Source: an optimization exercise on an open RTL-to-GDS flow (aim: small area, a short achievable clock period and few clock cycles per item). Production flows keep margins and buffers that such runs may drop.
Function was checked by simulation only, so behaviour that the tests miss may differ from the original.
No activity file was given, so power comes from the tool's default toggle rates.

--- flow/config.mk ---
export PLATFORM = sky130hd
export DESIGN_NAME = fce_tx
export DESIGN_NICKNAME = fce_tx
export VERILOG_FILES = /design/flow/design.v
export SDC_FILE = /design/flow/constraint.sdc
export NUM_CORES = 4
export LEC_CHECK = 0
export CAP_MARGIN = 20
export CORE_MARGIN = 2
export CORE_UTILIZATION = 30
export PLACE_DENSITY = 0.45
export SLEW_MARGIN = 20
--- flow/constraint.sdc ---
create_clock -name core_clock -period 6.5 [get_ports {clk}]
set_input_delay 1.3000 -clock core_clock [delete_from_list [all_inputs] [get_ports {clk}]]
set_output_delay 1.3000 -clock core_clock [all_outputs]
set_load 0.01 [all_outputs]
--- flow/design.v ---
module fce_tx (
    input  wire        clk,
    input  wire        rst,
    input  wire        reg_wr,
    input  wire [4:0]  reg_addr,
    input  wire [31:0] reg_wdata,
    output reg  [31:0] reg_rdata,
    output wire        busy,
    output reg         mem_en,
    output reg  [3:0]  mem_we,
    output reg  [9:0]  mem_addr,
    output reg  [31:0] mem_wdata,
    input  wire [31:0] mem_rdata
);
    localparam [7:0] OP_NOP     = 8'h00;
    localparam [7:0] OP_ETH_ADD = 8'h01;
    localparam [7:0] OP_IP_ADD  = 8'h02;
    localparam [7:0] OP_UDP_ADD = 8'h03;
    localparam [7:0] OP_TCP_ADD = 8'h04;
    localparam [7:0] OP_CSUM    = 8'h08;
    localparam [4:0] R_CMD      = 5'h00;
    localparam [4:0] R_STATUS   = 5'h01;
    localparam [4:0] R_RESULT   = 5'h02;
    localparam [4:0] R_A0       = 5'h08;
    localparam [4:0] R_A1       = 5'h09;
    localparam [4:0] R_A2       = 5'h0A;
    localparam [4:0] R_A3       = 5'h0B;
    localparam [4:0] R_A4       = 5'h0C;
    localparam [4:0] R_A5       = 5'h0D;
    localparam [4:0] R_MAC_HI   = 5'h10;
    localparam [4:0] R_MAC_LO   = 5'h11;
    localparam [4:0] R_IP_ADDR  = 5'h12;
    localparam [4:0] R_IP_IDENT = 5'h13;
    localparam [4:0] R_IP_TTL   = 5'h14;
    localparam [4:0] R_TCP_MSS  = 5'h15;
    reg [31:0] cmd_q;
    reg [2:0]  errcode;     
    reg        sticky;
    reg [15:0] result;      
    reg [31:0] a0, a1, a2, a3, a4, a5;
    reg [31:0] mac_hi;
    reg [15:0] mac_lo;
    reg [31:0] ip_addr;
    reg [15:0] ip_ident;
    reg [7:0]  ip_ttl;
    reg [15:0] tcp_mss;
    reg        run;                                
    reg        t_eth, t_ip, t_udp, t_tcp, t_csum;  
    reg        rd_act;      
    reg        rfirst;      
    reg [8:0]  rptr;        
    reg [8:0]  rend;        
    reg [1:0]  elane;       
    reg        rv;          
    reg [3:0]  mask_q;      
    reg [15:0] acc;         
    reg [1:0]  ac;          
    reg        tact;        
    reg [2:0]  ti;          
    reg [15:0] tacc;        
    reg [1:0]  tc;          
    reg        crdy;        
    reg [15:0] csum_q;      
    reg        hph;         
    reg [2:0]  hj;          
    assign busy = run;
    wire        bsel = cmd_q[8];
    wire [15:0] off  = cmd_q[31:16];
    wire [1:0]  al   = cmd_q[17:16];
    wire        syn  = a4[1];
    wire [7:0]  w_op  = reg_wdata[7:0];
    wire [15:0] w_off = reg_wdata[31:16];
    wire w_nop  = (w_op == OP_NOP);
    wire w_eth  = (w_op == OP_ETH_ADD);
    wire w_ip   = (w_op == OP_IP_ADD);
    wire w_udp  = (w_op == OP_UDP_ADD);
    wire w_tcp  = (w_op == OP_TCP_ADD);
    wire w_csum = (w_op == OP_CSUM);
    wire w_legal = w_nop | w_eth | w_ip | w_udp | w_tcp | w_csum;
    wire w_rsv = w_nop  ? (reg_wdata[31:8] != 24'd0) :
                 w_csum ? (reg_wdata[15:9] != 7'd0)  :
                          (reg_wdata[15:8] != 8'd0);
    wire [4:0]  tcp_hl   = syn ? 5'd24 : 5'd20;
    wire [15:0] ip_dlen  = a1[31:16];
    wire [15:0] udp_dlen = a2[15:0];
    wire [15:0] tcp_dlen = a5[15:0];
    wire [15:0] csum_len = a1[15:0];
    wire ip_lbad  = (ip_dlen  > 16'd65515);
    wire udp_lbad = (udp_dlen > 16'd65527);
    wire tcp_lbad = ({12'd0, tcp_hl} + {1'b0, tcp_dlen} > 17'h0FFFF);
    wire [16:0] udp_rel  = 17'd8 + {1'b0, udp_dlen};
    wire [16:0] tcp_rel  = {12'd0, tcp_hl} + {1'b0, tcp_dlen};
    wire [16:0] csum_rel = {1'b0, csum_len};
    wire [11:0] udp_lim  = 12'd2048 - udp_rel[11:0];
    wire [11:0] tcp_lim  = 12'd2048 - tcp_rel[11:0];
    wire [11:0] csum_lim = 12'd2048 - csum_rel[11:0];
    wire        w_hi     = (w_off[15:12] != 4'd0);
    wire udp_rbad  = (udp_rel  > 17'd2048) | w_hi | (w_off[11:0] > udp_lim);
    wire tcp_rbad  = (tcp_rel  > 17'd2048) | w_hi | (w_off[11:0] > tcp_lim);
    wire csum_rbad = (csum_rel > 17'd2048) | w_hi | (w_off[11:0] > csum_lim);
    wire eth_rbad  = w_hi | (w_off[11:0] > 12'd2034);
    wire ip_rbad   = w_hi | (w_off[11:0] > 12'd2028);
    wire w_lbad = (w_ip & ip_lbad) | (w_udp & udp_lbad) | (w_tcp & tcp_lbad);
    wire w_rbad = (w_eth & eth_rbad) | (w_ip & ip_rbad) | (w_udp & udp_rbad) |
                  (w_tcp & tcp_rbad) | (w_csum & csum_rbad);
    wire [2:0] w_err = !w_legal ? 3'd1 :
                       w_rsv    ? 3'd2 :
                       w_lbad   ? 3'd4 :
                       w_rbad   ? 3'd3 : 3'd0;
    wire        w_hasrd = (w_udp & (udp_dlen != 16'd0)) | (w_tcp & (tcp_dlen != 16'd0)) |
                          (w_csum & (csum_len != 16'd0));
    wire [8:0]  w_rskip = w_udp ? 9'd2 : w_tcp ? (syn ? 9'd6 : 9'd5) : 9'd0;
    wire [10:0] w_relm1 = w_udp ? (udp_rel[10:0] - 11'd1) :
                          w_tcp ? (tcp_rel[10:0] - 11'd1) : (csum_len[10:0] - 11'd1);
    wire [10:0] w_last  = w_off[10:0] + w_relm1;
    wire cmd_wr = !run && reg_wr && (reg_addr == R_CMD);
    wire [15:0] len_d = t_ip ? ip_dlen : t_udp ? udp_dlen : tcp_dlen;
    wire [15:0] len_k = t_ip ? 16'd20  : t_udp ? 16'd8    : {11'd0, tcp_hl};
    wire [15:0] lenf  = len_d + len_k;
    wire [7:0] hl_byte = syn ? 8'h60 : 8'h50;
    reg [31:0] term;
    always @* begin
        case (ti)
            3'd0:    term = t_csum ? {a0[15:0], 16'h0000} : ip_addr;
            3'd1:    term = a0;
            3'd2:    term = {(t_ip ? 16'h4500 : t_udp ? 16'd17 : 16'd6), lenf};
            3'd3:    term = t_ip ? {ip_ident, ip_ttl, a1[7:0]} : a1;
            3'd4:    term = t_udp ? {lenf, 16'h0000} : a2;
            3'd5:    term = a3;
            3'd6:    term = {hl_byte, a4[7:0], a4[31:16]};
            default: term = syn ? {16'h0204, tcp_mss} : 32'd0;
        endcase
    end
    wire [2:0] ti_last = t_csum ? 3'd0 : t_ip ? 3'd3 : t_udp ? 3'd4 : 3'd7;
    wire [31:0] mx = mem_rdata & {{8{mask_q[3]}}, {8{mask_q[2]}}, {8{mask_q[1]}}, {8{mask_q[0]}}};
    wire [17:0] acc_n  = {2'b00, acc}  + {16'd0, ac} + {2'b00, mx[31:16]}   + {2'b00, mx[15:0]};
    wire [17:0] tacc_n = {2'b00, tacc} + {16'd0, tc} + {2'b00, term[31:16]} + {2'b00, term[15:0]};
    wire [15:0] acc_rel = off[0] ? acc : {acc[7:0], acc[15:8]};
    wire [15:0] ac_rel  = off[0] ? {14'd0, ac} : {6'd0, ac, 8'd0};
    wire [17:0] tot     = {2'b00, tacc} + {16'd0, tc} + {2'b00, acc_rel} + {2'b00, ac_rel};
    wire [16:0] f1      = {1'b0, tot[15:0]} + {15'd0, tot[17:16]};
    wire [15:0] fold    = f1[15:0] + {15'd0, f1[16]};
    wire fin = !rd_act && !rv && !tact;
    wire [4:0] hlen  = t_eth ? 5'd14 : t_ip ? 5'd20 : t_udp ? 5'd8 : tcp_hl;
    wire [4:0] fo    = t_ip ? 5'd10 : t_udp ? 5'd6 : 5'd16;
    wire [5:0] hw_m1 = ({4'd0, al} + {1'b0, hlen} - 6'd1);    
    wire [2:0] hlast = hw_m1[4:2];                            
    wire [1:0] helane = hw_m1[1:0];
    wire [5:0] cpos  = {4'd0, al} + {1'b0, fo};
    wire [2:0] c0    = t_eth ? 3'd7 : cpos[4:2];
    wire [5:0] cpos1 = cpos + 6'd1;
    wire [2:0] c1    = cpos1[4:2];
    wire [2:0] hj1   = hj + 3'd1;
    wire [2:0] hj_nx = (hj1 == c0) ? (c1 + 3'd1) : hj1;      
    wire       h0_end = (hj == hlast) || (hj_nx > hlast) || (hj1 == 3'd0);
    function [31:0] hgroup(input [2:0] g);
        begin
            hgroup = 32'd0;
            if (t_eth) begin
                case (g)
                    3'd0: hgroup = a0;
                    3'd1: hgroup = {a1[15:0], mac_hi[31:16]};
                    3'd2: hgroup = {mac_hi[15:0], mac_lo};
                    default: hgroup = {a1[31:16], 16'h0000};
                endcase
            end else if (t_ip) begin
                case (g)
                    3'd0: hgroup = {16'h4500, lenf};
                    3'd1: hgroup = {ip_ident, 16'h0000};
                    3'd2: hgroup = {ip_ttl, a1[7:0], csum_q};
                    3'd3: hgroup = ip_addr;
                    default: hgroup = a0;
                endcase
            end else if (t_udp) begin
                case (g)
                    3'd0: hgroup = {a1[15:0], a1[31:16]};
                    default: hgroup = {lenf, csum_q};
                endcase
            end else begin
                case (g)
                    3'd0: hgroup = {a1[15:0], a1[31:16]};
                    3'd1: hgroup = a2;
                    3'd2: hgroup = a3;
                    3'd3: hgroup = {hl_byte, a4[7:0], a4[31:16]};
                    3'd4: hgroup = {csum_q, 16'h0000};
                    default: hgroup = {16'h0204, tcp_mss};
                endcase
            end
        end
    endfunction
    wire [31:0] g_cur  = hgroup(hj);
    wire [31:0] g_prev = hgroup(hj - 3'd1);
    wire [63:0] win    = {g_prev, g_cur};
    reg  [31:0] hword;      
    always @* begin
        case (al)
            2'd0: hword = {win[7:0],   win[15:8],  win[23:16], win[31:24]};
            2'd1: hword = {win[15:8],  win[23:16], win[31:24], win[39:32]};
            2'd2: hword = {win[23:16], win[31:24], win[39:32], win[47:40]};
            default: hword = {win[31:24], win[39:32], win[47:40], win[55:48]};
        endcase
    end
    wire [3:0] lo_m  = 4'b1111 << al;
    wire [3:0] hi_m  = 4'b1111 >> (2'd3 - helane);
    wire [3:0] hwe   = ((hj == 3'd0) ? lo_m : 4'b1111) & ((hj == hlast) ? hi_m : 4'b1111);
    wire hdr_go = !rd_act && !t_csum && (!hph || crdy);
    always @* begin
        mem_en    = 1'b0;
        mem_we    = 4'b0000;
        mem_addr  = {bsel & t_csum, rptr};
        mem_wdata = hword;
        if (run) begin
            if (rd_act) begin
                mem_en = 1'b1;
            end else if (hdr_go) begin
                mem_en   = 1'b1;
                mem_we   = hwe;
                mem_addr = {1'b0, off[10:2] + {6'd0, hj}};
            end
        end
    end
    always @* begin
        case (reg_addr)
            R_CMD:      reg_rdata = cmd_q;
            R_STATUS:   reg_rdata = {23'd0, sticky, 5'd0, errcode};
            R_RESULT:   reg_rdata = {16'd0, result};
            R_A0:       reg_rdata = a0;
            R_A1:       reg_rdata = a1;
            R_A2:       reg_rdata = a2;
            R_A3:       reg_rdata = a3;
            R_A4:       reg_rdata = a4;
            R_A5:       reg_rdata = a5;
            R_MAC_HI:   reg_rdata = mac_hi;
            R_MAC_LO:   reg_rdata = {16'd0, mac_lo};
            R_IP_ADDR:  reg_rdata = ip_addr;
            R_IP_IDENT: reg_rdata = {16'd0, ip_ident};
            R_IP_TTL:   reg_rdata = {24'd0, ip_ttl};
            R_TCP_MSS:  reg_rdata = {16'd0, tcp_mss};
            default:    reg_rdata = 32'd0;
        endcase
    end
    always @(posedge clk) begin
        if (rst) begin
            cmd_q    <= 32'd0;
            errcode  <= 3'd0;
            sticky   <= 1'b0;
            result   <= 16'd0;
            a0       <= 32'd0;
            a1       <= 32'd0;
            a2       <= 32'd0;
            a3       <= 32'd0;
            a4       <= 32'd0;
            a5       <= 32'd0;
            mac_hi   <= 32'd0;
            mac_lo   <= 16'd0;
            ip_addr  <= 32'd0;
            ip_ident <= 16'd0;
            ip_ttl   <= 8'h40;
            tcp_mss  <= 16'h05B4;
            run      <= 1'b0;
        end else if (!run) begin
            if (reg_wr) begin
                case (reg_addr)
                    R_CMD: begin
                        cmd_q <= reg_wdata;
                        if (w_err != 3'd0) begin
                            errcode <= w_err;
                            sticky  <= 1'b1;
                            result  <= 16'd0;
                        end else begin
                            errcode <= 3'd0;
                            result  <= w_eth ? 16'd14 : w_ip ? 16'd20 : w_udp ? 16'd8 :
                                       w_tcp ? {11'd0, tcp_hl} : 16'd0;
                            run     <= !w_nop;
                        end
                    end
                    R_STATUS:   if (reg_wdata[8]) sticky <= 1'b0;
                    R_A0:       a0 <= reg_wdata;
                    R_A1:       a1 <= reg_wdata;
                    R_A2:       a2 <= reg_wdata;
                    R_A3:       a3 <= reg_wdata;
                    R_A4:       a4 <= reg_wdata;
                    R_A5:       a5 <= reg_wdata;
                    R_MAC_HI:   mac_hi <= reg_wdata;
                    R_MAC_LO:   mac_lo <= reg_wdata[15:0];
                    R_IP_ADDR:  ip_addr <= reg_wdata;
                    R_IP_IDENT: ip_ident <= reg_wdata[15:0];
                    R_IP_TTL:   ip_ttl <= reg_wdata[7:0];
                    R_TCP_MSS:  tcp_mss <= reg_wdata[15:0];
                    default: ;
                endcase
            end
        end else begin
            if (t_csum) begin
                if (fin) begin
                    result <= fold;
                    run    <= 1'b0;
                end
            end else if (hdr_go) begin
                if (t_eth ? h0_end : (hph && hj == c1)) begin
                    run <= 1'b0;
                    if (t_ip)
                        ip_ident <= ip_ident + 16'd1;
                end
            end
        end
    end
    always @(posedge clk) begin
        if (cmd_wr) begin
            t_eth  <= w_eth;
            t_ip   <= w_ip;
            t_udp  <= w_udp;
            t_tcp  <= w_tcp;
            t_csum <= w_csum;
            rd_act <= w_hasrd;
            rfirst <= 1'b1;
            rptr   <= w_off[10:2] + w_rskip;
            rend   <= w_last[10:2];
            elane  <= w_last[1:0];
            rv     <= 1'b0;
            mask_q <= 4'b0000;
            acc    <= 16'd0;
            ac     <= 2'd0;
            tact   <= !w_eth;
            ti     <= 3'd0;
            tacc   <= 16'd0;
            tc     <= 2'd0;
            crdy   <= 1'b0;
            hph    <= 1'b0;
            hj     <= 3'd0;
        end else begin
            rv <= rd_act;
            if (rd_act) begin
                rptr   <= rptr + 9'd1;
                rfirst <= 1'b0;
                mask_q <= (rfirst ? (4'b1111 << al) : 4'b1111) &
                          ((rptr == rend) ? (4'b1111 >> (2'd3 - elane)) : 4'b1111);
                if (rptr == rend)
                    rd_act <= 1'b0;
            end else begin
                mask_q <= 4'b0000;
            end
            {ac, acc} <= acc_n;
            if (tact) begin
                {tc, tacc} <= tacc_n;
                ti <= ti + 3'd1;
                if (ti == ti_last)
                    tact <= 1'b0;
            end
            csum_q <= ~fold;
            crdy   <= fin;
            if (hdr_go) begin
                if (!hph) begin
                    if (h0_end) begin
                        hph <= 1'b1;
                        hj  <= c0;
                    end else begin
                        hj <= hj_nx;
                    end
                end else begin
                    hj <= hj1;
                end
            end
        end
    end
endmodule
--- flow/run.sh ---
#!/bin/bash
# synth_recipe.tcl (not shown) runs the flow's synth.tcl, then flattens the netlist and writes it again
# the make line also repeats each setting of config.mk as NAME=value (left out here)
make -C /OpenROAD-flow-scripts/flow DESIGN_CONFIG=/design/flow/config.mk WORK_HOME=/design/flow/orfs CLKGATE_MAP_FILE= SYNTH_SCRIPT=/design/flow/synth_recipe.tcl finish
==> flow_summary.toml <==
[synth]
syn-cell-area_um2 = 36200
synth_seq_cells = 457
synth_ff_type = "dfxtp_1"
yosys.area.top_type = "dfxtp_1"
synth_edf_count = 40
yosys.area.top_type_share = 0.230
synthArstFlopShare = 0
syn_area_per_cell_um2 = 7.45
syn-num-nets = 5154
synthCells = 4863
synth_area_leaders = "dfxtp_1, nand2_1, a21oi_1, ha_1, clkbuf_1"
yosys_warnings = 1
synth_cell_types = 94
ys_seq_area_frac = 0.264

[clock_network]
insertion_delay_ns = 0.73
root_buffer = "clkbuf_16"
cts_buffers = 59
cts_htree_levels = 2
clock_path_buffers = 3
cts_tree = "yes"
path_clk_slew_ns = 0.06
cts.sinks = 457

[die]
ioPinCount = 152
die-area_um2 = 124000
die_h_um = 352
initial_core_util = 0.302
core_um2 = 120000
dieWidth_um = 352
rows = 127

[timing]
finalSetupViolCount = 2
finalCritPeriodShare = 1.01
final_hold_viol_count = 0
clock_skew_ns = 0.0770
fin_crit_ns = 6.55
drv_slew = 0
setup_tns_ns = -0.0876
fmax_mhz = 153
maxSlewHeadroom = 0.155
whs_ns = 0.456
fin_ws_ns = -0.0471
worst_pin_slew_ns = 1.26

[setup_path]
worstSetupPathType = "register to output pin"
critPathMaxFanout = 14
cp-start-kind = "register"
critical_path_buf_inv_count = 4
endpoint_kind = "output pin"
crit_top_cell = "buf_4"
critPathArrivalTime_ns = 5.25
cp_slowest_cell = "o41ai_1"
worstPathCellList = "buf_4 > mux2i_1 > o21ai_0 > ha_1 > a21o_1 > nand2_1 > nor3_2 > xnor2_2 > o41ai_1 > buf_4 > nand2_1 > o21ai_0 > buf_4 > mux2i_1 > clkdlybuf4s50_1"
critPathTopFamily = "buffers and inverters"
worst_path_largest_cell_delay_ns = 0.60
worstPathRequired_ns = 5.20

[pwr]
intPower_mw = 7.72
p_sw_frac = 0.473
p_clk_frac = 0.236
peakVddDrop_mv = 0.222
p_comb_frac = 0.535
power_density_nw_per_um2 = 330
power_frac_seq = 0.230
finalPower_mw = 14.6
power_switching_mw = 6.92
p_leak_nw = 16.5

[drt]
postRouteAntennaNets = 0
wire_per_inst_um = 36.4
drc = 0
vias_per_cell = 6.38
drt_iter0_drc = 6727
vias = 43200
finalWirelength_um = 246000
drt_pass1_iterations = 12

[global_route]
grt_pass1_vias = 39600
grt.total_usage = 0.384
antenna_found_initial = 27
grt_remaining_overflow = 0
grt_max_degree = 153
grt_first_pass_wirelength_um = 331000

[min_path]
holdCritPathClass = "register to register"

[finish]
final_common_cell = "nand2_1"
fillers = 12600
drive_above_1_share = 0.151
utilization = 0.370
layout_common_cells = "nand2_1, a21oi_1, buf_4"
syn2layout_area_growth_pct = 22.5
nets = 5378

[place]
hpwlAfterDp_um = 181000
place_ws_ns = -0.314
place_congestion = 1.05
io_buffers = 151

[status]
run_status = "failed layout checks"
check.faults = "negative setup slack"

[job]
drv_cap = 0
==> power groups by stage <==
stage               combinational [mW]  clock, mW  sequential [mW]
floorplan                         3.82          0             3.24
global placement                  7.31          0             3.39
detailed placement                7.26          0             3.39
CTS                               7.39       3.47             3.33
global route                      8.14       3.57             3.36
finish                            7.83       3.45             3.36
==> synthesized netlist by cell type, drive strengths merged, types with 17 or more instances <==
cell type  count
a211oi        34
a21o          42
a21oi        609
a221o         65
a221oi       112
a222oi        92
a22o          74
a22oi        146
a31oi         34
and2          59
and3          39
buf           56
clkbuf       392
dfxtp        417
edfxtp        40
fa            48
ha           171
inv          118
mux2          82
mux2i         64
nand2       1000
nand2b        18
nand3        121
nand4         59
nor2         214
nor2b         34
nor3          74
nor4          30
o211ai        30
o21a          21
o21ai        158
o22ai         17
xnor2        101
xor2          84
==> through the flow <==
stage,area (um^2),cells
after floorplan,36200,4863
after global routing,44300,6748
after detailed placement,41900,6624
after CTS,44000,6740
final,44400,6759
after global placement,41900,6624
==> metal layers <==
| layer | vias to the layer above | wire, um | track usage |
|---|---|---|---|
| met4 | 12 | 21000 | 0.275 |
| met5 | - | 81 | 0.000785 |
| li1 | 18200 | - | - |
| met3 | 830 | 28500 | 0.116 |
| met2 | 2928 | 98100 | 0.542 |
| met1 | 21100 | 98000 | 0.493 |
==> final cells by class <==
type                    instances  area (um^2)  area share
clock inverters                29          293     0.00660
multi-input cells            3833        25100       0.565
repair buffers                610         5250       0.118
clock buffers                  81         1670      0.0377
flip-flops and latches        457         9560       0.215
diodes                         11         27.5    0.000620
inverters                     126          475      0.0107
well taps                    1612         2020      0.0455
==> registers in the layout (all words and copies together), names as in the netlist, 9 cells and up <==
signal	flops
a1	32
cmd_q	32
acc	16
tacc	16
ip_addr	32
a2	32
ip_ident	16
mac_hi	32
tcp_mss	16
result	16
a0	32
a5	32
rend	9
a3	32
csum_q	16
a4	32
rptr	9
mac_lo	16
==> cell families (layout without fill, tap and decap cells) <==
logic type,Yosys count,after routing,synth area share
AO/OA/AOI/OAI,1561,1561,0.292
XOR/XNOR,186,186,0.0456
adder cells (fa/ha/maj),219,219,0.0856
buffers and inverters,574,846,0.0600
flip-flops,457,457,0.264
multiplexers,146,146,0.0432
other,0,11,0
AND/OR/NAND/NOR,1720,1721,0.210
==> what timing repair did <==
action / CTS / global route
hold buffers: 0 / 0
setup endpoints to repair: 30 / 40
gates cloned: 1 / 0
pin swaps: 8 / 31
gates resized for setup: 28 / 59
setup buffers: 5 / 8
==> final timing paths <==
check | from | to | slack [ns] | cells after the start
hold reg to reg | a4[15] | a4[15] | 0.46 | 2
setup reg to reg | tacc[1] | csum_q[14] | 0.20 | 32
hold / removal | a4[15] | a4[15] | 0.46 | 2
setup / recovery | t_udp | mem_wdata[15] | -0.05 | 15
==> worst reg2reg max path, delay by kind of cell, from the launching register on <==
kind | cells | cell delay [ns]
adders and majority gates | 7 | 1.85
and+or+nand+nor | 11 | 1.77
AOI/OAI and AO/OA | 8 | 1.27
xor gates and xnor gates | 3 | 0.44
buffers and inverters | 3 | 0.39
DFF | 1 | 0.31
Testbench counts, summed over its fixed seeds: cycles 40,779, commands 908.

[separate check: timing with driven ports]
No port has a modelled driver above. Below, the same layout with a new extraction and two added sets of constraints. Step 1: set_driving_cell puts a clkbuf_16 on clk and a buf_2 on each other input, an assumption about the parent block. Step 2 moves the port delays by t, midway between the first and last clock arrival at a register: inputs arrive t later, outputs are due t later. That takes back most of the time a late clock gives input paths. Three values: no drivers, after step 1, after step 2; two values: the first two.
shift t [ns]: 0.775
setup WS [ns]: -0.047 / -0.128 / 0.201
worst hold slack (ns): 0.456 / 0.456 / 0.456
latest minus earliest clock arrival (ns): 0.081 / 0.082
For this run, drivers alone change the setup slack by -0.081 ns; drivers and shift together by +0.248 ns.
